Context: an optimization exercise on an open-source flow, tuned for small area, a short achievable clock period and few clock cycles. The choices shown serve that exercise and are no tape-out recipe.
RTL that was checked went through simulation tests only; none was proved equivalent to the original.
No activity file was given, so power comes from the tool's default toggle rates.

==> inputs of job 8470 <==
==> flow/design.v <==
module cn_codec (
    input  wire        clk,
    input  wire        rst,
    input  wire        cmd_valid,
    input  wire [31:0] cmd_word,
    input  wire [31:0] opa_addr,
    input  wire [31:0] opa_len,
    input  wire [31:0] opa_dst,
    input  wire [7:0]  opa_flags,
    input  wire [31:0] opa_seqack,
    output reg         busy,
    output wire [7:0]  res_code,
    output reg  [31:0] res_len,
    output reg  [15:0] res_cksum,
    output reg  [31:0] res_hdr0,
    output reg  [31:0] res_hdr1,
    output reg  [8:0]  res_hdr2,
    output wire        mem_req,
    output wire        mem_we,
    output wire [31:0] mem_addr,
    output wire [7:0]  mem_wdata,
    input  wire        mem_gnt,
    input  wire        mem_rvalid,
    input  wire [7:0]  mem_rdata
);
    function [32:0] bk_carry(input [31:0] g, input [31:0] p, input ci, input integer W);
        reg [31:0] G, P;
        integer i, l, d;
        begin
            G = g;
            P = p;
            G[0] = g[0] | (p[0] & ci);
            P[0] = 1'b0;
            for (l = 0; l < 5; l = l + 1) begin
                d = 1 << l;
                for (i = 0; i < 32; i = i + 1)
                    if (i < W && ((i + 1) % (2 * d)) == 0) begin
                        G[i] = G[i] | (P[i] & G[i - d]);
                        P[i] = P[i] & P[i - d];
                    end
            end
            for (l = 3; l >= 0; l = l - 1) begin
                d = 1 << l;
                for (i = 0; i < 32; i = i + 1)
                    if (i < W && ((i + 1) % (2 * d)) == d && i >= 2 * d) begin
                        G[i] = G[i] | (P[i] & G[i - d]);
                        P[i] = P[i] & P[i - d];
                    end
            end
            bk_carry[0] = ci;
            for (i = 1; i <= 32; i = i + 1)
                bk_carry[i] = G[i - 1];
        end
    endfunction
    function [31:0] step32(input [31:0] x, input dn);
        reg [32:0] c;
        begin
            c = bk_carry(32'd0, x ^ {32{dn}}, 1'b1, 32);
            step32 = x ^ c[31:0];
        end
    endfunction
    function [15:0] dec16(input [15:0] x);
        reg [32:0] c;
        begin
            c = bk_carry(32'd0, {16'd0, ~x}, 1'b1, 16);
            dec16 = x ^ c[15:0];
        end
    endfunction
    function [32:0] add32(input [31:0] a, input [31:0] b, input ci);
        reg [32:0] c;
        begin
            c = bk_carry(a & b, a ^ b, ci, 32);
            add32 = {c[32], (a ^ b) ^ c[31:0]};
        end
    endfunction
    function [16:0] add16(input [15:0] a, input [15:0] b, input ci);
        reg [32:0] c;
        begin
            c = bk_carry({16'd0, a & b}, {16'd0, a ^ b}, ci, 16);
            add16 = {c[16], (a ^ b) ^ c[15:0]};
        end
    endfunction
    localparam LIM = 7;    
    reg [1:0] rc;
    assign res_code = {4'd0, rc[1], ~rc[1] & rc[0], ~rc[1] & rc[0], rc[0]};
    localparam CHK1 = 0;   
    localparam CHK2 = 1;   
    localparam CHK3 = 2;   
    localparam RUN  = 3;   
    localparam DH0  = 4;   
    localparam DH1  = 5;   
    localparam DH2  = 6;   
    localparam EH   = 7;   
    localparam FIN1 = 8;   
    localparam FIN2 = 9;
    reg [9:0]  ph;
    reg        aok, nbig, nlt9, nhz, lbad, l9;    
    reg        is_ck, is_enc, is_dec;             
    reg        ill;       
    reg        dh;        
    reg [31:0] P;         
    reg [31:0] Q;         
    reg [39:0] X;         
    reg        rq, wq;    
    reg        rmore;     
    reg [2:0]  om;        
    reg [1:0]  cred;      
    reg        lb;        
    reg [7:0]  rb;        
    reg        rbv;
    reg [7:0]  f0, f1, f2;    
    reg [2:0]  wp, rp;        
    reg [1:0]  fc;
    reg [15:0] acc;       
    reg        cy;
    reg        hi;        
    reg        skip;      
    reg        nz;        
    wire [31:0] pr_x = ~(P ^ res_len);
    wire [31:0] pr_o = P | res_len;
    wire [32:0] sum  = add32(pr_x, {pr_o[30:0], 1'b0}, 1'b0);
    wire        r_zero = (res_len == 32'd0);
    wire        s_ok = r_zero | ~(sum[32] & pr_o[31]);
    wire [31:0] Pnx  = step32(P, is_enc);
    wire [31:0] Qdec = step32(Q, 1'b1);
    wire        qhi0 = (Q[31:1] == 31'd0);
    wire rd_g = rq & mem_gnt;
    wire wr_g = wq & mem_gnt;
    wire [15:0] W = res_len[31:16];    
    wire [15:0] Wdec = dec16(W);
    wire last_rd  = is_ck ? (qhi0 & Q[0]) : (W == 16'd10);
    wire       run     = ph[RUN];
    wire       rmore_n = rmore & ~(rd_g & last_rd);
    wire [2:0] om_n    = om + {2'd0, rd_g} - {2'd0, mem_rvalid};
    wire       push    = mem_rvalid & is_enc;
    wire       pop     = wr_g & run;
    wire [1:0] fc_n    = fc + {1'b0, push} - {1'b0, pop};
    wire [1:0] cred_n  = cred + {1'b0, rd_g & is_enc} - {1'b0, pop};
    wire       rd_ok   = rmore_n & (cred_n != 2'd3);
    wire        take   = rbv & ~dh;
    wire        role   = hi & ~lb;
    wire        hiE    = take & role;
    wire        loE    = take & ~role;
    wire [15:0] addend = {rb & {8{hiE}}, rb & {8{loE}}};
    wire [16:0] asum   = add16(acc, addend, cy);
    wire [15:0] ck     = ~acc;
    wire [15:0] ckf    = nz ? ck : 16'd0;
    reg [7:0] xin;
    always @(*) begin
        case (W[1:0])
        2'b01:   xin = res_len[7:0];
        2'b00:   xin = res_len[15:8];
        2'b11:   xin = ckf[7:0];
        default: xin = ckf[15:8];
        endcase
    end
    assign mem_req   = rq | wq;
    assign mem_we    = wq;
    assign mem_addr  = wq ? Q : P;
    assign mem_wdata = ({8{ph[EH]}} & X[7:0]) | ({8{rp[0]}} & f0) |
                       ({8{rp[1]}} & f1) | ({8{rp[2]}} & f2);
    wire [15:0] L     = res_hdr0[31:16];
    wire [15:0] Lm9   = add16(L, 16'hFFF7, 1'b0);
    wire        l_lt9 = (L[15:4] == 12'd0) & ~(L[3] & (L[2:0] != 3'd0));
    wire [16:0] n_l   = add16(res_len[15:0], ~L, 1'b1);
    wire        l_gtn = ~nhz & ~n_l[16];
    wire        n_lt9 = (res_len[31:4] == 28'd0) & ~(res_len[3] & (res_len[2:0] != 3'd0));
    wire        n_big = (res_len[31:16] != 16'd0) |
                        ((res_len[15:4] == 12'hFFF) & (res_len[3] | (&res_len[2:0])));
    wire [15:0] Np9   = add16(res_len[15:0], 16'd9, 1'b0);
    always @(posedge clk) begin
        rb  <= mem_rdata;
        rbv <= mem_rvalid;
        if (push && wp[0]) f0 <= mem_rdata;
        if (push && wp[1]) f1 <= mem_rdata;
        if (push && wp[2]) f2 <= mem_rdata;
        if (busy && (ph[CHK1] || ph[DH1])) begin
            {cy, acc} <= 17'd0;
            nz        <= 1'b0;
            hi        <= 1'b1;
            skip      <= 1'b0;
        end else begin
            {cy, acc} <= asum;
            if (take) begin
                nz <= 1'b1;
                if (skip) skip <= 1'b0;
                else      hi   <= ~hi;
            end
            if (busy && ph[CHK3]) begin
                hi   <= 1'b0;
                skip <= ~res_len[0];
            end
        end
        if (!busy) begin
            P <= opa_addr;
            Q <= (cmd_word[1:0] == 2'd2) ? opa_dst : opa_len;
            X <= {opa_seqack[15:0], opa_seqack[31:16], opa_flags};
        end else begin
            if ((ph[CHK1] || ph[CHK2]) && is_enc) begin
                P <= Q;
                Q <= sum[31:0];
            end
            if (run && rd_g)
                P <= Pnx;
            if ((run || ph[EH]) && (is_enc ? wr_g : rd_g))
                Q <= Qdec;
            if (ph[EH] && wr_g)
                X <= {xin, X[39:8]};
        end
    end
    always @(posedge clk) begin
        if (rst) begin
            busy      <= 1'b0;
            rc        <= 2'd0;
            res_len   <= 32'd0;
            res_cksum <= 16'd0;
            res_hdr0  <= 32'd0;
            res_hdr1  <= 32'd0;
            res_hdr2  <= 9'd0;
            rq        <= 1'b0;
            wq        <= 1'b0;
            rmore     <= 1'b0;
            om        <= 3'd0;
            fc        <= 2'd0;
            cred      <= 2'd0;
            dh        <= 1'b0;
            lb        <= 1'b0;
        end else if (!busy) begin
            if (cmd_valid) begin
                busy    <= 1'b1;
                ph      <= 10'd1 << CHK1;
                is_ck   <= (cmd_word[1:0] == 2'd1);
                is_enc  <= (cmd_word[1:0] == 2'd2);
                is_dec  <= (cmd_word[1:0] == 2'd3);
                ill     <= (cmd_word[31:2] != 30'd0) | (cmd_word[1:0] == 2'd0);
                res_len <= opa_len;
            end
        end else begin
            if (ph[CHK1]) begin
                aok  <= s_ok;
                nbig <= n_big;
                nlt9 <= n_lt9;
                nhz  <= (res_len[31:16] != 16'd0);
                if (is_enc)
                    res_len[15:0] <= Np9;
                ph <= 10'd1 << CHK2;
            end
            if (ph[CHK2]) begin
                aok <= s_ok;
                if (ill) begin
                    rc      <= 2'd1;
                    res_len <= 32'd0;
                    busy    <= 1'b0;
                end else if (!aok || (is_enc && nbig)) begin
                    rc      <= 2'd2;
                    res_len <= 32'd0;
                    busy    <= 1'b0;
                end else if (is_ck) begin
                    rmore <= ~(qhi0 & ~Q[0]);
                    rq    <= ~(qhi0 & ~Q[0]);
                    ph    <= 10'd1 << RUN;
                end else if (is_enc) begin
                    res_len[31:16] <= res_len[15:0];
                    ph <= 10'd1 << CHK3;
                end else begin  
                    if (nlt9) begin
                        rc      <= 2'd3;
                        res_len <= 32'd0;
                        busy    <= 1'b0;
                    end else begin
                        dh    <= 1'b1;
                        res_len[31:16] <= 16'd18;
                        rmore <= 1'b1;
                        rq    <= 1'b1;
                        ph    <= 10'd1 << RUN;
                    end
                end
            end
            if (ph[CHK3]) begin
                if (!aok) begin
                    rc      <= 2'd2;
                    res_len <= 32'd0;
                    busy    <= 1'b0;
                end else begin
                    rmore <= (W != 16'd9);
                    rq    <= (W != 16'd9);
                    wp    <= 3'b001;
                    rp    <= 3'b001;
                    ph    <= 10'd1 << RUN;
                end
            end
            if (run) begin
                if (rd_g && !is_ck)
                    res_len[31:16] <= Wdec;
                rmore <= rmore_n;
                om    <= om_n;
                fc    <= fc_n;
                cred  <= cred_n;
                lb    <= ~is_enc & ~rmore_n & (om_n == 3'd0);
                if (push) wp <= {wp[1:0], wp[2]};
                if (pop)  rp <= {rp[1:0], rp[2]};
                if (is_enc) begin
                    rq <= rd_ok;
                    wq <= ~rd_ok & (fc_n != 2'd0);
                    if (!rmore_n && om_n == 3'd0 && fc_n == 2'd0) begin
                        wq <= 1'b1;
                        rp <= 3'b000;
                        ph <= 10'd1 << EH;
                    end
                end else begin
                    rq <= rmore_n & (om_n < LIM);
                    if (!rmore_n && om_n == 3'd0)
                        ph <= dh ? (10'd1 << DH0) : (10'd1 << FIN1);
                end
            end
            if (ph[DH0])
                ph <= 10'd1 << DH1;
            if (ph[DH1]) begin
                dh   <= 1'b0;
                lbad <= l_lt9 | l_gtn;
                l9   <= (L == 16'd9);
                ph   <= 10'd1 << DH2;
            end
            if (ph[DH2]) begin
                if (lbad) begin
                    rc       <= 2'd3;
                    res_len  <= 32'd0;
                    res_hdr2[8] <= 1'b0;
                    busy     <= 1'b0;
                end else begin
                    res_len <= {L, Lm9};
                    rmore   <= ~l9;
                    rq      <= ~l9;
                    ph      <= 10'd1 << RUN;
                end
            end
            if (ph[EH]) begin
                if (wr_g) begin
                    res_len[31:16] <= Wdec;
                    if (W[3:0] == 4'd1) begin
                        wq   <= 1'b0;
                        rc   <= 2'd0;
                        busy <= 1'b0;
                    end
                end
            end
            if (ph[FIN1] && !rbv)
                ph <= 10'd1 << FIN2;
            if (ph[FIN2]) begin
                rc   <= 2'd0;
                busy <= 1'b0;
                if (is_dec)
                    res_len[31:16] <= 16'd0;
                if (is_ck)
                    res_cksum <= ck;
                else
                    res_hdr2[8] <= (ckf == res_hdr0[15:0]);
            end
            if (dh && rbv) begin
                res_hdr0[15:8]  <= res_hdr0[7:0];
                res_hdr0[7:0]   <= res_hdr0[31:24];
                res_hdr0[31:24] <= res_hdr0[23:16];
                res_hdr0[23:16] <= res_hdr1[15:8];
                res_hdr1[15:8]  <= res_hdr1[7:0];
                res_hdr1[7:0]   <= res_hdr1[31:24];
                res_hdr1[31:24] <= res_hdr1[23:16];
                res_hdr1[23:16] <= res_hdr2[7:0];
                res_hdr2[7:0]   <= rb;
            end
        end
    end
endmodule
==> flow/flow/run.sh <==
#!/bin/bash
set -euo pipefail
export BUFFER_PORTS_ARGS="-buffer_cell sky130_fd_sc_hd__buf_1"
export CTS_ARGS="-sink_clustering_enable -repair_clock_nets -dont_use_dummy_load -buf_list sky130_fd_sc_hd__clkbuf_8 -sink_clustering_size 12 -sink_clustering_max_diameter 60"
bash standard.sh > standard_flow.log 2>&1
==> flow/standard.sh <==
#!/bin/bash
# synth_recipe.tcl (not shown) runs the flow's synth.tcl, then flattens the netlist and writes it again
# the make line also repeats each setting of config.mk as NAME=value (left out here)
make -C /OpenROAD-flow-scripts/flow DESIGN_CONFIG=/design/flow/config.mk WORK_HOME=/design/flow/orfs CLKGATE_MAP_FILE= SYNTH_SCRIPT=/design/flow/synth_recipe.tcl "${@:-finish}"
==> flow/config.mk <==
export PLATFORM = sky130hd
export DESIGN_NAME = cn_codec
export DESIGN_NICKNAME = cn_codec
export VERILOG_FILES = /design/flow/design.v
export SDC_FILE = /design/flow/constraint.sdc
export NUM_CORES = 4
export LEC_CHECK = 0
export ABC_AREA = 1
export CAP_MARGIN = 20
export CORE_MARGIN = 2
export CORE_UTILIZATION = 55
export CTS_BUF_LIST = sky130_fd_sc_hd__clkbuf_4
export PLACE_DENSITY = 0.75
export SETUP_SLACK_MARGIN = 4.3
export SLEW_MARGIN = 20
==> flow/constraint.sdc <==
create_clock -name core_clock -period 8.0 [get_ports {clk}]
set_input_delay 1.6000 -clock core_clock [delete_from_list [all_inputs] [get_ports {clk}]]
set_output_delay 1.6000 -clock core_clock [all_outputs]
set_load 0.01 [all_outputs]
==> job 7509 (differences from job 8470) <==
==> flow/flow/run.sh (replaced) <==
#!/bin/bash
set -euo pipefail
export BUFFER_PORTS_ARGS="-buffer_cell sky130_fd_sc_hd__buf_1"
bash standard.sh > standard_flow.log 2>&1
Settings changed: ABC_AREA 1 to unset, CORE_UTILIZATION 55 to 65, PLACE_DENSITY 0.75 to 0.85, SETUP_SLACK_MARGIN 4.3 to 4.5.
==> job 6615 (differences from job 8470) <==
--- a/flow/design.v
+++ b/flow/design.v
@@ -107,4 +107,6 @@
     reg [1:0]  cred;      
     reg        lb;        
+    reg [31:0] ma;        
+    reg [7:0]  wd;        
     reg [7:0]  rb;        
     reg        rbv;
@@ -157,7 +159,29 @@
     assign mem_req   = rq | wq;
     assign mem_we    = wq;
-    assign mem_addr  = wq ? Q : P;
-    assign mem_wdata = ({8{ph[EH]}} & X[7:0]) | ({8{rp[0]}} & f0) |
-                       ({8{rp[1]}} & f1) | ({8{rp[2]}} & f2);
+    assign mem_addr  = ma;
+    assign mem_wdata = wd;
+    wire        enc_done = run & is_enc & ~rmore_n & (om_n == 3'd0) & (fc_n == 2'd0);
+    wire        eh_last  = ph[EH] & wr_g & (W[3:0] == 4'd1);
+    wire [31:0] P_n = !busy ? opa_addr
+                    : ((ph[CHK1] | ph[CHK2]) & is_enc) ? Q
+                    : (run & rd_g) ? Pnx : P;
+    wire [31:0] Q_n = !busy ? ((cmd_word[1:0] == 2'd2) ? opa_dst : opa_len)
+                    : ((ph[CHK1] | ph[CHK2]) & is_enc) ? sum[31:0]
+                    : ((run | ph[EH]) & (is_enc ? wr_g : rd_g)) ? Qdec : Q;
+    wire        wq_n = !busy ? wq
+                     : (run & is_enc) ? (enc_done | (~rd_ok & (fc_n != 2'd0)))
+                     : ph[EH] ? ~eh_last : wq;
+    wire [39:0] X_n = !busy ? {opa_seqack[15:0], opa_seqack[31:16], opa_flags}
+                    : (ph[EH] & wr_g) ? {xin, X[39:8]} : X;
+    wire [2:0]  rp_n = !busy ? rp
+                     : (ph[CHK3] & aok) ? 3'b001
+                     : enc_done ? 3'b000
+                     : pop ? {rp[1:0], rp[2]} : rp;
+    wire        eh_n = busy & (enc_done | (ph[EH] & ~eh_last));
+    wire [7:0]  f0_n = (push & wp[0]) ? mem_rdata : f0;
+    wire [7:0]  f1_n = (push & wp[1]) ? mem_rdata : f1;
+    wire [7:0]  f2_n = (push & wp[2]) ? mem_rdata : f2;
+    wire [7:0]  wd_n = ({8{eh_n}} & X_n[7:0]) | ({8{rp_n[0]}} & f0_n) |
+                       ({8{rp_n[1]}} & f1_n) | ({8{rp_n[2]}} & f2_n);
     wire [15:0] L     = res_hdr0[31:16];
     wire [15:0] Lm9   = add16(L, 16'hFFF7, 1'b0);
@@ -172,7 +196,13 @@
         rb  <= mem_rdata;
         rbv <= mem_rvalid;
-        if (push && wp[0]) f0 <= mem_rdata;
-        if (push && wp[1]) f1 <= mem_rdata;
-        if (push && wp[2]) f2 <= mem_rdata;
+        f0 <= f0_n;
+        f1 <= f1_n;
+        f2 <= f2_n;
+        P  <= P_n;
+        Q  <= Q_n;
+        X  <= X_n;
+        rp <= rp_n;
+        ma <= wq_n ? Q_n : P_n;
+        wd <= wd_n;
         if (busy && (ph[CHK1] || ph[DH1])) begin
             {cy, acc} <= 17'd0;
@@ -192,20 +222,4 @@
             end
         end
-        if (!busy) begin
-            P <= opa_addr;
-            Q <= (cmd_word[1:0] == 2'd2) ? opa_dst : opa_len;
-            X <= {opa_seqack[15:0], opa_seqack[31:16], opa_flags};
-        end else begin
-            if ((ph[CHK1] || ph[CHK2]) && is_enc) begin
-                P <= Q;
-                Q <= sum[31:0];
-            end
-            if (run && rd_g)
-                P <= Pnx;
-            if ((run || ph[EH]) && (is_enc ? wr_g : rd_g))
-                Q <= Qdec;
-            if (ph[EH] && wr_g)
-                X <= {xin, X[39:8]};
-        end
     end
     always @(posedge clk) begin
@@ -286,5 +300,4 @@
                     rq    <= (W != 16'd9);
                     wp    <= 3'b001;
-                    rp    <= 3'b001;
                     ph    <= 10'd1 << RUN;
                 end
@@ -299,13 +312,9 @@
                 lb    <= ~is_enc & ~rmore_n & (om_n == 3'd0);
                 if (push) wp <= {wp[1:0], wp[2]};
-                if (pop)  rp <= {rp[1:0], rp[2]};
                 if (is_enc) begin
                     rq <= rd_ok;
-                    wq <= ~rd_ok & (fc_n != 2'd0);
-                    if (!rmore_n && om_n == 3'd0 && fc_n == 2'd0) begin
-                        wq <= 1'b1;
-                        rp <= 3'b000;
+                    wq <= wq_n;
+                    if (enc_done)
                         ph <= 10'd1 << EH;
-                    end
                 end else begin
                     rq <= rmore_n & (om_n < LIM);
@@ -336,8 +345,8 @@
             end
             if (ph[EH]) begin
+                wq <= wq_n;
                 if (wr_g) begin
                     res_len[31:16] <= Wdec;
                     if (W[3:0] == 4'd1) begin
-                        wq   <= 1'b0;
                         rc   <= 2'd0;
                         busy <= 1'b0;
==> flow/flow/run.sh (replaced) <==
#!/bin/bash
set -euo pipefail
export BUFFER_PORTS_ARGS="-buffer_cell sky130_fd_sc_hd__buf_1"
bash standard.sh > standard_flow.log 2>&1
Settings changed: ABC_AREA 1 to unset, CORE_UTILIZATION 55 to 40, PLACE_DENSITY 0.75 to 0.6, SETUP_SLACK_MARGIN 4.3 to 4.5.
==> qor summary <==
Result of the run: job 6615 no timing/DRC/antenna violations; job 8470 no timing/DRC/antenna violations; job 7509 no timing/DRC/antenna violations
Lkg Pwr: job 6615 10.3 nW; job 8470 9.93 nW; job 7509 9.38 nW
Post-synthesis sequential area ratio: job 6615 36.3%; job 8470 37.9%; job 7509 38.3%
Final net count: job 6615 3279; job 8470 3409; job 7509 3119
Max Clk Rate: job 6615 276 MHz; job 8470 278 MHz; job 7509 273 MHz
Antenna violations before repair: job 6615 4; job 8470 2; job 7509 1
Met2 routed wirelength: job 6615 36400 µm; job 8470 30800 µm; job 7509 31800 µm
CLK BUF: job 6615 158; job 8470 38; job 7509 128
Fin Hold WS: job 6615 0.462 ns; job 8470 0.462 ns; job 7509 0.455 ns
Setup Slack @ Placement: job 6615 3.09 ns; job 8470 3.67 ns; job 7509 3.42 ns
Flop pwr share: job 6615 40.9%; job 8470 47.0%; job 7509 41.2%
Unrepaired setup endpoints after global routing: job 6615 yes; job 8470 no; job 7509 yes
Clk pwr share: job 6615 32.4%; job 8470 23.5%; job 7509 28.7%
Post-Synthesis Cell Area: job 6615 21300 µm²; job 8470 20900 µm²; job 7509 20700 µm²
Worst Max-Slew Pin Slew: job 6615 1.15 ns; job 8470 1.08 ns; job 7509 1.11 ns
Die area: job 6615 55100 µm²; job 8470 39600 µm²; job 7509 33300 µm²
Most common cell after layout, fill and taps aside: job 6615 nand2_1; job 8470 nand2_1; job 7509 buf_1
Testbench counts of job 8470, summed over its fixed seeds: cycles 157,732.
Testbench counts of job 7509, summed over its fixed seeds: cycles 157,732.
Only the layout flow was run in job 6615; the RTL was not checked for function there.

## separate check: timing with driven ports
How much do the figures lean on ideal ports? The routed layouts below were timed once more, with nothing changed but the port constraints.
Step 1, drivers: a clkbuf_16 drives clk and a buf_2 each remaining input, both assumed.
Step 2 also shifts input and output timing later by t, the mid clock arrival at the registers, as if the neighbouring blocks saw the same clock.
Three values: no drivers, after step 1, after step 2; two values: the first two.
| run | shift t [ns] | slack for setup (ns) | worst setup path at the end | latest minus earliest clock arrival (ns) | worst register clock-pin slew, ns |
|---|---|---|---|---|---|
| job 8470 | 0.662 | 4.409 / 4.409 / 3.774 | input to register | 0.077 / 0.078 | 0.10 / 0.10 |
| job 7509 | 0.781 | 4.334 / 4.334 / 3.772 | input to register | 0.081 / 0.081 | 0.08 / 0.08 |
| job 6615 | 0.936 | 4.379 / 4.379 / 3.467 | input to register | 0.071 / 0.070 | 0.08 / 0.08 |
After both steps setup and hold are still met in every run listed. For job 6615, which loses most, drivers alone change the setup slack by 0.000 ns; drivers and shift together by -0.912 ns.
